What follows belongs to an exercise in optimizing a design on an open flow for small area, a short achievable clock period and few clock cycles per item; a production flow would make more cautious choices.
Only simulation tests tie the RTL to the original design; equivalence was not proved.
Power figures rest on the tool's default switching activity, not on a simulated workload.

<file path="flow/config.mk">
export PLATFORM = sky130hd
export DESIGN_NAME = og_fadd
export DESIGN_NICKNAME = og_fadd
export VERILOG_FILES = /design/flow/design.v
export SDC_FILE = /design/flow/constraint.sdc
export NUM_CORES = 4
export LEC_CHECK = 0
export ABC_AREA = 1
export ABC_CLOCK_PERIOD_IN_PS = 12000
export CAP_MARGIN = 20
export CORE_MARGIN = 2
export CORE_UTILIZATION = 55
export SETUP_SLACK_MARGIN = 1.0
export SLEW_MARGIN = 20
export SYNTH_HIERARCHICAL = 1
</file>
<file path="flow/constraint.sdc">
create_clock -name core_clock -period 24.0 [get_ports {clk}]
set_input_delay 4.8000 -clock core_clock [delete_from_list [all_inputs] [get_ports {clk}]]
set_output_delay 4.8000 -clock core_clock [all_outputs]
set_load 0.01 [all_outputs]
</file>
<file path="flow/design.v">
module og_add_pfx #(parameter W = 57) (
    input  wire [W-1:0] a,
    input  wire [W-1:0] b,
    input  wire         ci,
    output wire [W-1:0] s
);
    localparam L = 6;    
    wire [W:0] g0 = {a & b, ci};
    wire [W:0] p0 = {a ^ b, 1'b0};
    wire [W:0] g [0:L];
    wire [W:0] p [0:L];
    assign g[0] = g0;
    assign p[0] = p0;
    genvar k, i;
    generate
        for (k = 0; k < L; k = k + 1) begin : lev
            for (i = 0; i <= W; i = i + 1) begin : bit_
                if (((i >> k) & 1) == 1) begin : comb
                    localparam integer J = ((i >> k) << k) - 1;
                    assign g[k+1][i] = g[k][i] | (p[k][i] & g[k][J]);
                    assign p[k+1][i] = p[k][i] & p[k][J];
                end else begin : pass
                    assign g[k+1][i] = g[k][i];
                    assign p[k+1][i] = p[k][i];
                end
            end
        end
    endgenerate
    assign s = p0[W:1] ^ g[L][W-1:0];
endmodule
module og_inc_pfx #(parameter W = 63) (
    input  wire [W-1:0] a,
    input  wire         ci,
    output wire [W-1:0] s
);
    localparam L = 6;    
    wire [W:0] p [0:L];
    assign p[0] = {a, ci};
    genvar k, i;
    generate
        for (k = 0; k < L; k = k + 1) begin : lev
            for (i = 0; i <= W; i = i + 1) begin : bit_
                if (((i >> k) & 1) == 1) begin : comb
                    localparam integer J = ((i >> k) << k) - 1;
                    assign p[k+1][i] = p[k][i] & p[k][J];
                end else begin : pass
                    assign p[k+1][i] = p[k][i];
                end
            end
        end
    endgenerate
    assign s = a ^ p[L][W-1:0];
endmodule
module og_lzc64 (
    input  wire [63:0] x,
    output wire [5:0]  z
);
    wire [63:0] v0 = x;
    wire [31:0] v1;  wire [31:0] c1;
    wire [15:0] v2;  wire [31:0] c2;
    wire [7:0]  v3;  wire [23:0] c3;
    wire [3:0]  v4;  wire [15:0] c4;
    wire [1:0]  v5;  wire [9:0]  c5;
    genvar i;
    generate
        for (i = 0; i < 32; i = i + 1) begin : l1
            assign v1[i] = v0[2*i+1] | v0[2*i];
            assign c1[i] = ~v0[2*i+1];
        end
        for (i = 0; i < 16; i = i + 1) begin : l2
            assign v2[i] = v1[2*i+1] | v1[2*i];
            assign c2[2*i+1:2*i] = v1[2*i+1] ? {1'b0, c1[2*i+1]} : {1'b1, c1[2*i]};
        end
        for (i = 0; i < 8; i = i + 1) begin : l3
            assign v3[i] = v2[2*i+1] | v2[2*i];
            assign c3[3*i+2:3*i] = v2[2*i+1] ? {1'b0, c2[4*i+3:4*i+2]} : {1'b1, c2[4*i+1:4*i]};
        end
        for (i = 0; i < 4; i = i + 1) begin : l4
            assign v4[i] = v3[2*i+1] | v3[2*i];
            assign c4[4*i+3:4*i] = v3[2*i+1] ? {1'b0, c3[6*i+5:6*i+3]} : {1'b1, c3[6*i+2:6*i]};
        end
        for (i = 0; i < 2; i = i + 1) begin : l5
            assign v5[i] = v4[2*i+1] | v4[2*i];
            assign c5[5*i+4:5*i] = v4[2*i+1] ? {1'b0, c4[8*i+7:8*i+4]} : {1'b1, c4[8*i+3:8*i]};
        end
    endgenerate
    assign z = v5[1] ? {1'b0, c5[9:5]} : {1'b1, c5[4:0]};
endmodule
module og_fadd (
    input  wire        clk,
    input  wire        rst,         
    input  wire        in_valid,
    input  wire [63:0] a,
    input  wire [63:0] b,
    output reg         out_valid,
    output reg  [63:0] y,
    output reg         nf
);
    wire [10:0] ea_in = a[62:52];
    wire [10:0] eb_in = b[62:52];
    wire        za = ~(|ea_in);
    wire        zb = ~(|eb_in);
    wire [10:0] dab  = ea_in - eb_in;
    wire [10:0] dba  = eb_in - ea_in;
    wire [10:0] dam1 = ea_in - 11'd1;
    wire [10:0] dbm1 = eb_in - 11'd1;
    wire [5:0]  cab  = dab[5:0]  | {6{|dab[10:6]}};
    wire [5:0]  cba  = dba[5:0]  | {6{|dba[10:6]}};
    wire [5:0]  cam1 = dam1[5:0] | {6{|dam1[10:6]}};
    wire [5:0]  cbm1 = dbm1[5:0] | {6{|dbm1[10:6]}};
    wire [5:0]  shab = zb ? (za ? 6'd0 : cam1) : cab;
    wire [5:0]  shba = za ? (zb ? 6'd0 : cbm1) : cba;
    reg        v0;
    reg [63:0] a0, b0;
    reg        swap0;           
    reg [5:0]  shab0, shba0;    
    always @(posedge clk) begin
        if (rst) v0 <= 1'b0;
        else     v0 <= in_valid;
        a0    <= a;
        b0    <= b;
        swap0 <= (b[62:52] > a[62:52]);
        shab0 <= shab;
        shba0 <= shba;
    end
    wire [10:0] ea = a0[62:52];
    wire [10:0] eb = b0[62:52];
    wire        ha = |ea;
    wire        hb = |eb;
    wire [10:0] ea1 = {ea[10:1], ea[0] | ~ha};
    wire [10:0] eb1 = {eb[10:1], eb[0] | ~hb};
    wire        swap = swap0;
    wire [10:0] xl   = swap ? eb1 : ea1;
    wire [52:0] ml   = swap ? {hb, b0[51:0]} : {ha, a0[51:0]};
    wire [52:0] ms   = swap ? {ha, a0[51:0]} : {hb, b0[51:0]};
    wire        sub  = a0[63] ^ b0[63];
    wire [5:0]  sh   = swap ? shba0 : shab0;
    wire        ee  = (ea == eb);
    wire        sgt = ee & (b0[51:0] > a0[51:0]);    
    wire        rev = sub & sgt;
    wire        eq  = ee & (b0[51:0] == a0[51:0]);
    wire        sl  = (swap ? b0[63] : a0[63]) ^ rev;
    wire [55:0] x0 = {ms, 3'b000};
    wire [55:0] x1 = sh[5] ? {32'd0, x0[55:32]} : x0;
    wire        t1 = sh[5] & (|x0[31:0]);
    wire [55:0] x2 = sh[4] ? {16'd0, x1[55:16]} : x1;
    wire        t2 = t1 | (sh[4] & (|x1[15:0]));
    wire [55:0] x3 = sh[3] ? {8'd0, x2[55:8]} : x2;
    wire        t3 = t2 | (sh[3] & (|x2[7:0]));
    wire [55:0] x4 = sh[2] ? {4'd0, x3[55:4]} : x3;
    wire        t4 = t3 | (sh[2] & (|x3[3:0]));
    wire [55:0] x5 = sh[1] ? {2'd0, x4[55:2]} : x4;
    wire        t5 = t4 | (sh[1] & (|x4[1:0]));
    wire [55:0] x6 = sh[0] ? {1'd0, x5[55:1]} : x5;
    wire        t6 = t5 | (sh[0] & x5[0]);
    wire [55:0] al = {x6[55:1], x6[0] | t6};
    wire [56:0] s1;
    og_add_pfx #(.W(57)) u_add (
        .a  ({1'b0, ml, 3'b000} ^ {57{rev}}),
        .b  ({1'b0, al} ^ {57{sub & ~rev}}),
        .ci (sub),
        .s  (s1)
    );
    wire sg1 = sl & ~(sub & eq);
    reg        v1;
    reg [56:0] s2;
    reg [10:0] xp2;             
    reg        sg2;
    always @(posedge clk) begin
        if (rst) v1 <= 1'b0;
        else     v1 <= v0;
        s2  <= s1;
        xp2 <= xl + 11'd1;
        sg2 <= sg1;
    end
    reg [56:0] stop;
    integer j;
    always @(*) begin
        for (j = 0; j < 57; j = j + 1)
            stop[j] = (xp2 == 11'd57 - j[10:0]);
    end
    wire [5:0] lz;
    og_lzc64 u_lzc (.x({s2 | stop, 7'h7F}), .z(lz));
    wire [56:0] n1 = lz[5] ? {s2[24:0], 32'd0} : s2;
    wire [56:0] n2 = lz[4] ? {n1[40:0], 16'd0} : n1;
    wire [56:0] n3 = lz[3] ? {n2[48:0], 8'd0}  : n2;
    wire [56:0] n4 = lz[2] ? {n3[52:0], 4'd0}  : n3;
    wire [56:0] n5 = lz[1] ? {n4[54:0], 2'd0}  : n4;
    wire [56:0] n6 = lz[0] ? {n5[55:0], 1'd0}  : n5;
    wire [55:0] n  = {n6[56:2], n6[1] | n6[0]};
    wire [10:0] ex;
    og_add_pfx #(.W(11)) u_ex (.a(xp2), .b({5'h1F, ~lz}), .ci(1'b1), .s(ex));
    wire        inc = n[2] & (n[1] | n[0] | n[3]);
    wire [62:0] rounded;
    og_inc_pfx #(.W(63)) u_inc (
        .a  ({ex & {11{n[55]}}, n[54:3]}),
        .ci (inc),
        .s  (rounded)
    );
    wire nf2 = (&rounded[62:52]) | (s2[56] & (xp2 == 11'd2047));
    always @(posedge clk) begin
        if (rst) out_valid <= 1'b0;
        else     out_valid <= v1;
        y  <= {sg2, rounded};
        nf <= nf2;
    end
endmodule
</file>
<file path="flow/flow/run.sh">
#!/bin/bash
# The standard ORFS flow (the standard.sh) with a few settings changed:
#  - timing repair aims for a larger setup margin (flow/margin.txt), so the
#    layout is optimised for a shorter achieved period;
#  - extra make settings from flow/extra.txt (one VAR=value per line).
# The clock, constraints and synthesis are the standard flow's own, unchanged.
set -euo pipefail
M=$(cat flow/margin.txt)
ARGS=()
if [[ -f flow/extra.txt ]]; then
  while IFS= read -r line; do [[ -n "$line" ]] && ARGS+=("$line"); done < flow/extra.txt
fi
# run standard.sh's make line with the changed margin and the extra settings
sed -E "s/SETUP_SLACK_MARGIN=[-0-9.]+/SETUP_SLACK_MARGIN=$M/" standard.sh > standard_mod.sh
bash standard_mod.sh "${ARGS[@]}" finish > flow_make.log 2>&1
</file>
<file path="flow/flow/extra.txt">
BUFFER_PORTS_ARGS=-buffer_cell sky130_fd_sc_hd__buf_1
</file>
<file path="flow/flow/margin.txt">
18
</file>
<file path="flow/standard.sh">
#!/bin/bash
# synth_recipe.tcl (not shown) runs the flow's synth.tcl, then flattens the netlist and writes it again
# the make line also repeats each setting of config.mk as NAME=value (left out here)
make -C /OpenROAD-flow-scripts/flow DESIGN_CONFIG=/design/flow/config.mk WORK_HOME=/design/flow/orfs CLKGATE_MAP_FILE= SYNTH_SCRIPT=/design/flow/synth_recipe.tcl "${@:-finish}"
</file>
==> results of run 1 <==
## final cells by class
type / count / area, um2 / area share, %
Clock buffer: 39 / 846 / 2.98
Clock inverter: 15 / 154 / 0.542
Inverter: 415 / 1630 / 5.75
Multi-Input combinational cell: 3423 / 18100 / 63.7
Sequential cell: 278 / 5570 / 19.6
Tap cell: 607 / 759 / 2.67
Timing Repair Buffer: 253 / 1340 / 4.71
## registers in the layout (all words and copies together) (netlist names)
name / cells
a0: 64
b0: 64
nf: 1
out_valid: 1
s2: 57
sg2: 1
shab0: 6
shba0: 6
swap0: 1
v0: 1
v1: 1
xp2: 11
y: 64
## synthesized netlist by cell type, drive strengths merged, types with 2 or more instances
cell type     n  area (um2)
nand3       457        2300
nand3b       25         188
a21oi       123         631
o31ai         2        15.0
buf         124         709
mux2i        45         450
a21boi        6        45.1
o21bai       37         278
a21o          7        52.6
nor2        327        1380
clkbuf       65         245
clkinv        3        16.3
xor2         59         517
dfxtp       278        5570
nor4          5        50.1
a31oi        29         181
a211oi        4        30.0
fa           12         240
xnor2        80         719
or2          32         200
ha          142        1780
o21a          8        60.1
nand4        19         119
nand2      1523        5820
inv         412        1550
nor3         38         205
o21ai       393        1990
o211ai       16         125
and2          7        46.3
a221oi        2        17.5
## Yosys stat by module (local to each module, per instance), excerpt
module    copies in the design  cells inside  flops+latches  area (um2)
og_fadd                      1          3084            278       19300
og_lzc64                     1           195              0         931
## per-stage QoR
step	util, %	instances	instance area, um2
after detailed placement	57.4	4938	26600
after CTS	60.5	5014	28000
final	61.4	5030	28400
after global placement	57.4	4938	26600
after floorplan	-	4302	25800
after global routing	61.4	5030	28400
## how the worst max path moves through the flow
stage,from,to,slack (ns),cells past startpoint
2_1_floorplan,b[54],shba0[0]$_DFF_P_,17.58,11
4_1_cts,b[52],shba0[5]$_DFF_P_,17.89,12
5_1_grt,b[52],shba0[1]$_DFF_P_,17.78,12
3_3_place_gp,a[56],shba0[3]$_DFF_P_,16.84,12
6_report,b[58],shba0[5]$_DFF_P_,17.86,11
3_5_place_dp,b[52],shba0[0]$_DFF_P_,16.87,12
## cell families (layout without fill, tap and decap cells)
logic type / after synthesis / in the layout / share of synthesized area, %
other cells: 1 / 16 / 0.0147
simple gates: 2435 / 2438 / 40.4
buf+inv: 604 / 722 / 9.85
compound gates: 631 / 631 / 13.5
flops: 278 / 278 / 21.8
mux: 45 / 45 / 1.76
xor+xnor: 139 / 139 / 4.83
fa+ha+maj: 154 / 154 / 7.89
## worst max-delay path, cell delays in order
cell and delay, ns:
buf_1 0.23, ha_4 0.29, a21oi_2 0.17, nor2_1 0.06, a211oi_2 0.17, o21ai_2 0.10
xor2_1 0.17, nor3_4 0.34, nand3_1 0.12, nand2_1 0.09, nand2_1 0.05
## metal layers
layer,up-vias,wire length [um]
li1,14025,-
met1,12056,35200
met2,975,36100
met3,239,4830
met4,0,4490
met5,-,0
## power breakdown
group          switching (mW)  total, mW  internal, mW
Clock                   0.194      0.465         0.271
Combinational           0.959       1.46         0.496
Sequential             0.0987      0.687         0.588
## repair_timing
action,in CTS,in global routing
pin swaps,31,28
setup endpoints to repair,67,72
resized for setup,69,87
setup buffers,20,14
gates cloned,2,2
==> out/qor.txt, run 1 <==
Avg Cell Area, Syn: 5.97 um2
crit end category: flop
Layout area overhead: 11.1%
Post-synth EDFFs: 0
Setup WS post-layout: 17.86 ns
total power: 2.61 mW
async set-reset flop share out of synthesis: 0%
Die X: 220 um
CP Max Fanout: 7
GRT met3 Usage: 3.17%
nets: 4686
Slew Limit Fails: 0
unrepaired setup endpoints after global routing: yes
largest net degree at the start of global routing: 106
GR Util met2: 53.7%
n_diodes: 0
VDD IR max: 0.119 mV
gpl congestion: 1.05
final WL: 80700 um
global-route wire length before repair: 125000 um
FF-to-FF setup slack: 18.18 ns
DRC: 0
share of layout cells above drive strength 1: 7.46%
R2R Path Start: xp2[2]$_DFF_P_
row count: 79
I/O pin cnt: 197
status: finished clean
Vias: 27295
total of warnings raised by yosys: 10
final hold viol count: 0
Setup CP Type: in2reg
commonest non-fill, non-tap cells in the layout: nand2_1 (1481), nand3_1 (445), inv_1 (389), o21ai_0 (299), nor2_1 (288)
clk slew on worst S/H paths: 0.06 ns
# setup viols final: 0
post-detail-place hpwl: 63600 um
Place WS: 16.87 ns
minimum clock period after layout: 6.14 ns
ANT nets after route: 0
drt wl/cell: 16.0 um
CTS tree: built
CTS max path bufs: 3
RR Endpoint: nf$_DFF_P_
max_cap viols: 0
I/O Buffers: 196
Req. time, crit path: 24.46 ns
vias in the first global route: 23715
Hold-fix buffers, CTS: 0
Synth cell types: 63
die area: 48200 um2
Cell Pwr Density: 91.8 nW/um2
Core Area: 46300 um2
CTS Buf Count: 30
Root Driver: clkbuf_16
sequential area share after synthesis: 21.8%
All-Layer GR Usage: 32.5%
fmax: 0.163 GHz
H-tree depth: 1
Initial DRC Count: 2166
Mapped Area: 25600 um2
die height: 220 um
clock latency at the later pin of the worst-skew pair: 0.59 ns
Least-Margin Pin Slew: 1.01 ns
initial antenna violation count: 0
vias per std cell: 5.43
commonest non-fill, non-tap cell in the layout: nand2_1
Tcrit/Tclk final: 25.6%
met1 Usage GRT: 42.8%
Starting Density: 55.3%
worst hold endpoint: y[63]$_DFF_P_
Hold Path Stages: 0
Setup crit start kind: primary input
Final TNS setup: 0 ns
Arrival @ worst endpoint: 6.60 ns
skew final: 0.0270 ns
Overflow after GRT: 0
Hold WC Path Type: reg2reg
# fillers: 4670
Static Leak: 13.9 nW
slew margin rel.: 32.9%
global-route layer with the greatest usage: met2
Yosys reg bits: 278
dominant synthesized flop cell: dfxtp_1
hold wc startpoint: sg2$_DFF_P_
DRT Pass-1 Iters: 9
Synth Instances: 4287
R2R cell count: 34
Sink Count: 278
hold_ws: 0.327 ns
Testbench counts, summed over its fixed seeds: cycles 12,024, items 12,000.
==> run 2, diff against run 1 <==
--- a/flow/design.v
+++ b/flow/design.v
@@ -98,31 +98,4 @@
 );
-    wire [10:0] ea_in = a[62:52];
-    wire [10:0] eb_in = b[62:52];
-    wire        za = ~(|ea_in);
-    wire        zb = ~(|eb_in);
-    wire [10:0] dab  = ea_in - eb_in;
-    wire [10:0] dba  = eb_in - ea_in;
-    wire [10:0] dam1 = ea_in - 11'd1;
-    wire [10:0] dbm1 = eb_in - 11'd1;
-    wire [5:0]  cab  = dab[5:0]  | {6{|dab[10:6]}};
-    wire [5:0]  cba  = dba[5:0]  | {6{|dba[10:6]}};
-    wire [5:0]  cam1 = dam1[5:0] | {6{|dam1[10:6]}};
-    wire [5:0]  cbm1 = dbm1[5:0] | {6{|dbm1[10:6]}};
-    wire [5:0]  shab = zb ? (za ? 6'd0 : cam1) : cab;
-    wire [5:0]  shba = za ? (zb ? 6'd0 : cbm1) : cba;
-    reg        v0;
-    reg [63:0] a0, b0;
-    reg        swap0;           
-    reg [5:0]  shab0, shba0;    
-    always @(posedge clk) begin
-        if (rst) v0 <= 1'b0;
-        else     v0 <= in_valid;
-        a0    <= a;
-        b0    <= b;
-        swap0 <= (b[62:52] > a[62:52]);
-        shab0 <= shab;
-        shba0 <= shba;
-    end
-    wire [10:0] ea = a0[62:52];
-    wire [10:0] eb = b0[62:52];
+    wire [10:0] ea = a[62:52];
+    wire [10:0] eb = b[62:52];
     wire        ha = |ea;
@@ -131,13 +104,31 @@
     wire [10:0] eb1 = {eb[10:1], eb[0] | ~hb};
-    wire        swap = swap0;
-    wire [10:0] xl   = swap ? eb1 : ea1;
-    wire [52:0] ml   = swap ? {hb, b0[51:0]} : {ha, a0[51:0]};
-    wire [52:0] ms   = swap ? {ha, a0[51:0]} : {hb, b0[51:0]};
-    wire        sub  = a0[63] ^ b0[63];
-    wire [5:0]  sh   = swap ? shba0 : shab0;
-    wire        ee  = (ea == eb);
-    wire        sgt = ee & (b0[51:0] > a0[51:0]);    
+    wire        swap = (eb > ea);
+    wire [10:0] dab = ea1 - eb1;
+    wire [10:0] dba = eb1 - ea1;
+    wire [10:0] d   = swap ? dba : dab;
+    reg        v0;
+    reg [52:0] ml0, ms0;       
+    reg [10:0] xl0;            
+    reg [5:0]  sh0;            
+    reg        sub0, sl0;      
+    always @(posedge clk) begin
+        if (rst) v0 <= 1'b0;
+        else     v0 <= in_valid;
+        ml0  <= swap ? {hb, b[51:0]} : {ha, a[51:0]};
+        ms0  <= swap ? {ha, a[51:0]} : {hb, b[51:0]};
+        xl0  <= swap ? eb1 : ea1;
+        sh0  <= d[5:0] | {6{|d[10:6]}};
+        sub0 <= a[63] ^ b[63];
+        sl0  <= swap ? b[63] : a[63];
+    end
+    wire [52:0] ml  = ml0;
+    wire [52:0] ms  = ms0;
+    wire [5:0]  sh  = sh0;
+    wire [10:0] xl  = xl0;
+    wire        sub = sub0;
+    wire        ez  = (sh == 6'd0);            
+    wire        sgt = ez & (ms > ml);          
     wire        rev = sub & sgt;
-    wire        eq  = ee & (b0[51:0] == a0[51:0]);
-    wire        sl  = (swap ? b0[63] : a0[63]) ^ rev;
+    wire        eq  = ez & (ms == ml);
+    wire        sl  = sl0 ^ rev;
     wire [55:0] x0 = {ms, 3'b000};
@@ -166,3 +157,3 @@
     reg [56:0] s2;
-    reg [10:0] xp2;             
+    reg [10:0] x2r;
     reg        sg2;
@@ -172,3 +163,3 @@
         s2  <= s1;
-        xp2 <= xl + 11'd1;
+        x2r <= xl;
         sg2 <= sg1;
@@ -179,3 +170,3 @@
         for (j = 0; j < 57; j = j + 1)
-            stop[j] = (xp2 == 11'd57 - j[10:0]);
+            stop[j] = (x2r == 11'd56 - j[10:0]);
     end
@@ -190,4 +181,3 @@
     wire [55:0] n  = {n6[56:2], n6[1] | n6[0]};
-    wire [10:0] ex;
-    og_add_pfx #(.W(11)) u_ex (.a(xp2), .b({5'h1F, ~lz}), .ci(1'b1), .s(ex));
+    wire [10:0] ex = x2r + 11'd1 - {5'd0, lz};
     wire        inc = n[2] & (n[1] | n[0] | n[3]);
@@ -199,3 +189,3 @@
     );
-    wire nf2 = (&rounded[62:52]) | (s2[56] & (xp2 == 11'd2047));
+    wire nf2 = (&rounded[62:52]) | (s2[56] & (x2r == 11'd2046));
     always @(posedge clk) begin
==> flow/flow/run.sh (replaced) <==
#!/bin/bash
# The standard ORFS flow with one change: timing repair aims for a larger
# setup margin, so the layout is optimised for a shorter achieved period.
# The clock, constraints and synthesis are the standard flow's own, unchanged.
set -euo pipefail
M=$(cat flow/margin.txt)
sed -E "s/SETUP_SLACK_MARGIN=[-0-9.]+/SETUP_SLACK_MARGIN=$M/" standard.sh > standard_margin.sh
bash standard_margin.sh > flow_make.log 2>&1
--- a/flow/config.mk
+++ b/flow/config.mk
@@ -7,3 +7,2 @@
 export LEC_CHECK = 0
-export ABC_AREA = 1
 export ABC_CLOCK_PERIOD_IN_PS = 12000
@@ -11,5 +10,4 @@
 export CORE_MARGIN = 2
-export CORE_UTILIZATION = 55
+export CORE_UTILIZATION = 40
 export SETUP_SLACK_MARGIN = 1.0
 export SLEW_MARGIN = 20
-export SYNTH_HIERARCHICAL = 1
removed: flow/flow/extra.txt
==> run 2 against run 1 <==
Still clean. Via count down 16%. Clock-buffer cell count up 3. Fmax down 18%. Clock power up 6.9%. Non-clock buffer count up 177. First-iteration DRC count down 17%. Die area up 23%. Critical path type unchanged. Critical endpoint is now ms0[39]$_DFF_P_. Largest cell class unchanged. Largest power group unchanged.
==> out/qor.txt, run 2 <==
commonest non-fill, non-tap cells in the layout: dfxtp_1 (227), nor2_1 (209), mux2i_1 (186), nand2_1 (184), a21oi_1 (162) (was nand2_1 (1481), nand3_1 (445), inv_1 (389), o21ai_0 (299), nor2_1 (288))
critical path, cell by cell: buf_8 -> ha_4 -> a21o_1 -> a21o_1 -> a21oi_2 -> a21boi_1 -> o21a_1 -> o21a_1 -> o21a_4 -> o22ai_4 -> buf_6 -> buf_6 -> buf_6 -> buf_6 -> buf_6 -> buf_16 -> buf_8 -> buf_12 -> buf_16 -> mux2_2 (was buf_1 -> ha_4 -> a21oi_2 -> nor2_1 -> a211oi_2 -> o21ai_2 -> xor2_1 -> nor3_4 -> nand3_1 -> nand2_1 -> nand2_1)
family with the most delay on the worst path: compound AO/OA/AOI/OAI gates (was simple AND/OR/NAND/NOR gates)
post-detail-place hpwl: 62800 um (was 63600 um)
die height: 244 um (was 220 um)
hold wc startpoint: xl0[3]$_DFF_P_ (was sg2$_DFF_P_)
vias in the first global route: 22223 (was 23715)
Initial DRC Count: 1799 (was 2166)
unrepaired setup endpoints after global routing: yes (unchanged)
Yosys reg bits: 262 (was 278)
largest net degree at the start of global routing: 72 (was 106)
DR WL met3: 4390 um (was 4830 um)
Avg Cell Area, Syn: 8.19 um2 (was 5.97 um2)
Hold Path Stages: 0 (unchanged)
Crit path buffers/inverters: 10 (was 1)
most common cell in the netlist: dfxtp_1 (was nand2_1)
Post-synth EDFFs: 0 (unchanged)
die area: 59300 um2 (was 48200 um2)
worst hold endpoint: x2r[3]$_DFF_P_ (was y[63]$_DFF_P_)
crit end category: flop (unchanged)
ANT nets after route: 0 (unchanged)
Multi-input gate area: 18100 um2 (about the same)
CTS max path bufs: 3 (unchanged)
Starting Density: 40.6% (was 55.3%)
gpl congestion: 0.993 (was 1.05)
CTS Buf Count: 30 (unchanged)
Tcrit/Tclk final: 31.2% (was 25.6%)
R2R Path Start: ms0[38]$_DFF_P_ (was xp2[2]$_DFF_P_)
Final TNS setup: 0 ns (unchanged)
Synth area leaders: dfxtp_1 (23%), ha_1 (8.4%), mux2i_1 (8.4%) (was nand2_1 (22%), dfxtp_1 (22%), nand3_1 (8.9%))
max_cap viols: 0 (unchanged)
Cell Pwr Density: 92.0 nW/um2 (was 91.8 nW/um2)
biggest regs: y: 64 flops, s2: 57 flops (was a0: 64 flops, b0: 64 flops, y: 64 flops)
clock latency at the later pin of the worst-skew pair: 0.60 ns (was 0.59 ns)
Synth Instances: 2803 (was 4287)
met2 wire length: 43000 um (was 36100 um)
hold_ws: 0.323 ns (was 0.327 ns)
clk slew on worst S/H paths: 0.07 ns (was 0.06 ns)
minimum clock period after layout: 7.48 ns (was 6.14 ns)
# setup viols final: 0 (unchanged)
status: finished clean (unchanged)
final hold viol count: 0 (unchanged)
I/O pin cnt: 197 (unchanged)
# fillers: 5178 (was 4670)
drt wl/cell: 22.9 um (was 16.0 um)
Setup CP Type: in2reg (unchanged)
fin area: 30600 um2 (was 28400 um2)
I/O Buffers: 196 (unchanged)
Overflow after GRT: 0 (unchanged)
RR Endpoint: s2[56]$_DFF_P_ (was nf$_DFF_P_)
post-synthesis adder-cell area fraction: 9.09% (was 7.89%)
Die X: 244 um (was 220 um)
max reg flops: 64
nets: 3395 (was 4686)
Finished Core Util: 54.1% (was 61.4%)
sequential cell area: 5300 um2 (was 5570 um2)
compound-cell area share of the yosys netlist: 20.4% (was 13.5%)
Arrival @ worst endpoint: 7.96 ns (was 6.60 ns)
Synth top area share: 22.8% (was 21.9%)
Top reg by flops: y
Core Area: 56600 um2 (was 46300 um2)
n_diodes: 0 (unchanged)
top cell type by total area after synthesis: dfxtp_1 (was nand2_1)
commonest non-fill, non-tap cell in the layout: dfxtp_1 (was nand2_1)
DRT Pass-1 Iters: 6 (was 9)
Sink Count: 262 (was 278)
fmax: 0.134 GHz (was 0.163 GHz)
Hold-fix buffers, CTS: 0 (unchanged)
Synth cell types: 106 (was 63)
FF-to-FF setup slack: 17.75 ns (was 18.18 ns)
Vias: 22934 (was 27295)
CP Max Fanout: 7 (unchanged)
H-tree depth: 1 (unchanged)
sequential area share after synthesis: 22.8% (was 21.8%)
placed insts: 3619 (was 4938)
Layout area overhead: 33.4% (was 11.1%)
slew margin rel.: 23.2% (was 32.9%)
Synth top cells by count: dfxtp_1 (262), nor2_1 (219), nand2_1 (200) (was nand2_1 (1492), nand3_1 (455), inv_1 (398))
skew final: 0.0219 ns (was 0.0270 ns)
DP Area: 25500 um2 (was 26600 um2)
R2R cell count: 28 (was 34)
DRC: 0 (unchanged)
Setup crit start kind: primary input (unchanged)
initial antenna violation count: 1 (was 0)
CTS tree: built (unchanged)
met1 wire length: 36000 um (was 35200 um)
share of layout cells above drive strength 1: 23.8% (was 7.46%)
dominant synthesized flop cell: dfxtp_1 (unchanged)
async set-reset flop share out of synthesis: 0% (unchanged)
Worst path max stage delay: 0.34 ns (about the same)
Slowest cell on crit path: mux2_2 (was nor3_4)
DR top layer: met4 (unchanged)
simple-gate share of the synthesized area: 17.3% (was 40.4%)
total of warnings raised by yosys: 3 (was 10)
multiplexer share of the synthesized area: 16.8% (was 1.76%)
cell mode on critical path: buf_6 (was nand2_1)
Least-Margin Pin Slew: 1.15 ns (was 1.01 ns)
Mapped Area: 23000 um2 (was 25600 um2)
VDD IR max: 0.0696 mV (was 0.119 mV)
row count: 87 (was 79)
Root Driver: clkbuf_16 (unchanged)
vias per std cell: 5.91 (was 5.43)
largest family of logic cells by synthesized area: compound AO/OA/AOI/OAI gates (was simple AND/OR/NAND/NOR gates)
final WL: 88800 um (was 80700 um)
All-Layer GR Usage: 27.7% (was 32.5%)
Static Leak: 13.4 nW (was 13.9 nW)
Finished Layout Cells: 3882 (was 5030)
Req. time, crit path: 24.48 ns (was 24.46 ns)
Hold WC Path Type: reg2reg (unchanged)
global-route wire length before repair: 130000 um (was 125000 um)
Slew Limit Fails: 0 (unchanged)
post-synthesis xor/xnor area fraction: 8.01% (was 4.83%)
[run 2: changes by cell type in the layout (fill, tap and decap cells not counted), moves of 106 or more]
cell             before  now
buf_4                47  153
nand3_1             445   66
buf_1               179    0
mux2i_1              45  186
inv_1               389  133
nand2_1            1481  184
o21ai_0             299  135
clkdlybuf4s50_1       0  108
[run 2: timing repair]
item / CTS / global route
pin swaps: 72 / 85
cloned: 30 / 8
setup buffers: 81 / 88
resized for setup: 495 / 178
endpoints found under the setup margin: 289 / 169
[run 2: metrics by stage]
| stage | setup slack, ns | total power, mW |
|---|---|---|
| after global routing | 16.39 | 2.98 |
| after detailed placement | 14.46 | 2.09 |
| after CTS | 16.59 | 2.68 |
| after global placement | 14.50 | 2.08 |
| final | 16.52 | 2.82 |
| after floorplan | 16.29 | 1.62 |
[run 2: where the power goes]
| group | switching [mW] | total (mW) | leakage [nW] | internal (mW) |
|---|---|---|---|---|
| registers | 0.192 | 0.763 | 2.20 | 0.571 |
| clock network | 0.194 | 0.497 | 0.518 | 0.302 |
| logic | 0.854 | 1.56 | 10.7 | 0.705 |
[run 2: how the worst max path moves through the flow]
stage               startpoint              end  slack, ns  cells after the start
floorplan                b[56]   sh0[4]$_DFF_P_      16.29                     17
global placement         a[53]  ml0[47]$_DFF_P_      14.50                     14
detailed placement       a[53]  ml0[47]$_DFF_P_      14.46                     14
CTS                      b[56]   sh0[5]$_DFF_P_      16.59                     17
global route             b[56]   sh0[4]$_DFF_P_      16.39                     18
finish                   b[56]  ms0[39]$_DFF_P_      16.52                     20
[run 2: kinds of logic (layout without fill, tap and decap cells)]
| family | Yosys count | count (layout) |
|---|---|---|
| multiplexers | 349 | 349 |
| AO/OA/AOI/OAI | 711 | 714 |
| XOR/XNOR | 210 | 210 |
| AND/OR/NAND/NOR | 790 | 793 |
| flip-flops | 262 | 262 |
| adder cells (fa/ha/maj) | 162 | 162 |
| buffers and inverters | 319 | 636 |
[run 2: area by class of cell]
class	count	share of cell area, %
clock buffer	42	2.80
clock inverter	14	0.690
inverter	149	1.98
multi-input combinational	2228	58.9
sequential	262	17.3
tap	756	3.09
timing repair buffer	430	15.2
timing repair inverter	1	0.0286
[run 2: layer usage]
layer / GRT usage [%] / vias to the layer above
met5: 0 / -
met4: 13.1 / 0
met3: 3.03 / 286
met2: 49.2 / 888
met1: 33.5 / 10936
li1: - / 10824
Testbench counts of run 2, summed over its fixed seeds: cycles 12,024, items 12,000.

separate check: timing with driven ports:
The results above use ideal ports. As a check the final layouts listed here were re-extracted and re-timed, cells and wires unchanged.
Step 1 assumes that a clkbuf_16 drives the clock port and a buf_2 every other input.
Step 2 times the ports against the registers' clock, not the clock port: input delays grow and output delays shrink by t, the midpoint of the rising clock arrivals with the driver on.
a / b / c = ideal ports / drivers / drivers and shift; a / b = the first two.
run | t, ns | setup WS [ns] | worst data-port slew with drivers (ns)
run 1 | 0.635 | 17.861 / 17.859 / 17.225 | 0.07
run 2 | 0.653 | 16.522 / 16.545 / 15.892 | 0.06
After both steps setup and hold are still met in every run listed. For run 1, which loses most, drivers alone change the setup slack by -0.002 ns; drivers and shift together by -0.636 ns.
